From an optimization exercise on the open Yosys and OpenROAD flow, aimed at small area, a short achievable clock period and few clock cycles per item; shortcuts taken in it are not production practice.
At most, simulation tests tie the RTL to the original design; equivalence was not proved.
No activity file was given, so power comes from the tool's default toggle rates.

red:
Design flanger_sweep_state_machine, start of the top module:
module flanger_sweep_state_machine #(
    parameter N = 32,              
    parameter L = 24               
) (
    input  wire        clk,
    input  wire        rst,
    input  wire        key_valid,
    input  wire [7:0]  key_char,
    input  wire        btn,
    input  wire        in_valid,
    output wire        in_ready,
    input  wire [15:0] mic,
    input  wire [15:0] gen,
    output reg         out_valid,
    input  wire        out_ready,
    output reg  [31:0] out_data,
    output reg         out_last,
    output reg         out_ev_valid,
    output reg         out_ev_kind,    
    output reg  [7:0]  out_ev_arg,
    output wire [15:0] gen_freq
);
    localparam [2:0] MIN_DEPTH = 3'd1;
    localparam [2:0] MAX_DEPTH = 3'd5;
    localparam [1:0] M_NONE  = 2'd0;
    localparam [1:0] M_FLAN  = 2'd1;
    localparam [1:0] M_RING  = 2'd2;
    localparam [1:0] M_CRUSH = 2'd3;
    reg  [1:0] mode;
    reg        src_sel;
    reg  [2:0] depth;
    reg        key_pend;
    reg  [7:0] key_q;
    reg        btn_pend;
    localparam CW = $clog2(N);
    localparam [CW-1:0] LAST_BEAT = N - 1;
    reg  [CW-1:0] cnt;               
    reg        sk_valid;             
  ...
make LEC_CHECK=0 ABC_AREA=1 CAP_MARGIN=20 CORE_MARGIN=2 CORE_UTILIZATION=40 SETUP_SLACK_MARGIN=5 SLEW_MARGIN=20 finish   # period 8.0 ns
run.sh (not shown) runs the stock make flow with config.mk's settings and CLKGATE_MAP_FILE= SYNTH_SCRIPT=/design/flow/synth_recipe.tcl, a recipe that flattens the netlist after the stock synthesis.
diff inputs: red => blue
# red
export LEC_CHECK = 0
export ABC_AREA = 1
export CAP_MARGIN = 20
export CORE_MARGIN = 2
export CORE_UTILIZATION = 40
export SETUP_SLACK_MARGIN = 5
export SLEW_MARGIN = 20
create_clock -name core_clock -period 8.0 [get_ports {clk}]
# blue
export LEC_CHECK = 0
export CAP_MARGIN = 20
export CORE_MARGIN = 2
export CORE_UTILIZATION = 40
export SETUP_SLACK_MARGIN = 5
export SLEW_MARGIN = 20
create_clock -name core_clock -period 8.0 [get_ports {clk}]
blue was carried through to the last stage, and its layout satisfied the timing, design-rule and antenna checks.
Summary — total length of routed met3 wires, blue relative to red: lower, by about 28%.
Looking at clock skew, blue sits 0.051 ns below red.
The setup slack of blue is larger than that of red.
A critical path capture point of s2[18] is what blue shows, while s2[17] belongs to red.
Area after synthesis: blue and red compared, lower one is blue
Per the comparison of blue with red, chip height went down by about 2.7%; global-route wire length before repair saw a decrease; overall power after layout shrank by 1300 uW.
Taking red as the reference point, the final standard cell utilization of the core of blue rises by 1.5 points.
On blue: well-tap cell count is about 3% lower than what red gave.
diff inputs: blue => green
# blue
export LEC_CHECK = 0
export CAP_MARGIN = 20
export CORE_MARGIN = 2
export CORE_UTILIZATION = 40
export SETUP_SLACK_MARGIN = 5
export SLEW_MARGIN = 20
create_clock -name core_clock -period 8.0 [get_ports {clk}]
# green
export LEC_CHECK = 0
export CAP_MARGIN = 20
export CORE_MARGIN = 2
export CORE_UTILIZATION = 40
export SLEW_MARGIN = 20
create_clock -name core_clock -period 8.0 [get_ports {clk}]
### Flow results
blue → green: clock network fraction of design power fell 1.0 points; worst setup slack went down 0.73 ns; maximum frequency from static timing analysis lower; fill cell total of the finished layout increased 263.
Going from blue to green, first-pass iteration count of the detailed router shrinks by 3.
Global router's overall resource usage: lower on green
Taking blue as the reference point, the utilization after layout of green falls by 3.1 points.
Changes observed in green relative to blue: post-layout total power moved down, total non-filler cell area in the finished layout lost 6.3%.
No functional check of the RTL was part of any run of this note.

========
Setup of run A:
flanger_sweep_state_machine, a different RTL version from the one above (not shown whole).
For scale: ~2300 cells after synthesis, ~590 flip-flops, roughly 110 I/O pins, about 29000 sq um of cells after synthesis.
Settings: LEC_CHECK=0, CAP_MARGIN=20, CORE_MARGIN=2, CORE_UTILIZATION=40, CTS_BUF_LIST=sky130_fd_sc_hd__clkbuf_8, CTS_CLUSTER_DIAMETER=70, CTS_CLUSTER_SIZE=16, SETUP_SLACK_MARGIN=5, SLEW_MARGIN=20; clock period 8.0 ns.
standard.sh (not shown) runs the stock make flow with config.mk's settings and CLKGATE_MAP_FILE= SYNTH_SCRIPT=/design/flow/synth_recipe.tcl, a recipe that flattens the netlist after the stock synthesis.
==> flow/flow/run.sh <==
#!/bin/bash
# The standard layout with two changes:
# - the adders are left to ABC: without ADDER_MAP_FILE, synthesis does not
#   turn three-input XOR/majority pairs into full-adder cells, so the
#   multiplier's compressor tree is mapped as plain gates;
# - every port gets a buf_2 as its buffer (the standard flow's choice is a
#   slow delay buffer).
# Timing repair aims for 5.15 ns of setup slack (a 2.85 ns period).
set -euo pipefail
bash standard.sh ADDER_MAP_FILE= "BUFFER_PORTS_ARGS=-buffer_cell sky130_fd_sc_hd__buf_2" SETUP_SLACK_MARGIN=5.15 finish > make_finish.log 2>&1
Testbench counts of run A, summed over its fixed seeds: cycles 16,408, items 16,384.
#### Input delta (run B over run A)
- SETUP_SLACK_MARGIN now 4.8, was 5
==> flow/run.sh (new file) <==
#!/bin/bash
# synth_recipe.tcl (not shown) runs the flow's synth.tcl, then flattens the netlist and writes it again
# the make line also repeats each setting of config.mk as NAME=value (left out here)
make -C /OpenROAD-flow-scripts/flow DESIGN_CONFIG=/design/flow/config.mk WORK_HOME=/design/flow/orfs CLKGATE_MAP_FILE= SYNTH_SCRIPT=/design/flow/synth_recipe.tcl finish
removed: flow/flow/run.sh
removed: flow/standard.sh
### Flow results
- Per the comparison of run B with run A, quantity of gates resized following cts rose 45; overall global routing resource usage went down 0.21 points; combinational share of power shows a reduction of 4.7 points; worst slack at placement saw a decrease.
- Max portion of the clock cycle consumed by the worst path in the final layout across run B and run A: run B
The following lists how run C was set up differently from run B:
- SETUP_SLACK_MARGIN now 5, was 4.8
==> flow/flow/run.sh (new file) <==
#!/bin/bash
# The standard layout with two changes:
# - the adders are left to ABC: without ADDER_MAP_FILE, synthesis does not
#   turn three-input XOR/majority pairs into full-adder cells, so the
#   multiplier's compressor tree is mapped as plain gates;
# - every port gets a buf_2 as its buffer (the standard flow's choice is a
#   slow delay buffer).
set -euo pipefail
bash standard.sh ADDER_MAP_FILE= "BUFFER_PORTS_ARGS=-buffer_cell sky130_fd_sc_hd__buf_2" finish > make_finish.log 2>&1
==> flow/standard.sh (new file) <==
#!/bin/bash
# synth_recipe.tcl (not shown) runs the flow's synth.tcl, then flattens the netlist and writes it again
# the make line also repeats each setting of config.mk as NAME=value (left out here)
make -C /OpenROAD-flow-scripts/flow DESIGN_CONFIG=/design/flow/config.mk WORK_HOME=/design/flow/orfs CLKGATE_MAP_FILE= SYNTH_SCRIPT=/design/flow/synth_recipe.tcl "${@:-finish}"
removed: flow/run.sh
### Flow results
Run C | stages: all done | timing, DRC, antenna: all pass. Run B vs run C, cell type of the slowest stage on the worst timing path: sky130_fd_sc_hd__edfxtp_1 vs sky130_fd_sc_hd__or4_4. Delta (run C minus run B): final layout net count increased 2.2%; synthesized cell count now sits higher. Comparing run C and run B, the lower clock-buffer cell count was measured on run C.

-- afterwards: timing with drivers on the ports --
No port has a modelled driver above. Below, the same layouts with a new extraction and two added sets of constraints.
Step 1 sets driving cells, clkbuf_16 on the clock port and buf_2 on the other inputs (assumed; they add their load-dependent delay and slew).
Step 2 also shifts input and output timing later by t, the mid clock arrival at the registers, as if the neighbouring blocks saw the same clock.
Slacks: no drivers / after step 1 / after step 2; pairs: no drivers / after step 1.
run	shift t [ns]	setup slack, ns	worst data-port slew with drivers (ns)
red	0.701	4.603 / 4.603 / 4.354	0.17
blue	0.671	4.650 / 4.650 / 4.418	0.07
green	0.670	3.918 / 3.918 / 3.687	0.13
run A	0.736	5.104 / 5.098 / 4.427	0.12
run B	0.766	4.720 / 4.720 / 4.092	0.22
run C	0.731	5.060 / 5.013 / 4.365	0.14
After both steps every run listed still meets setup and hold. For run C, which loses most, drivers alone change the setup slack by -0.047 ns; drivers and shift together by -0.695 ns.
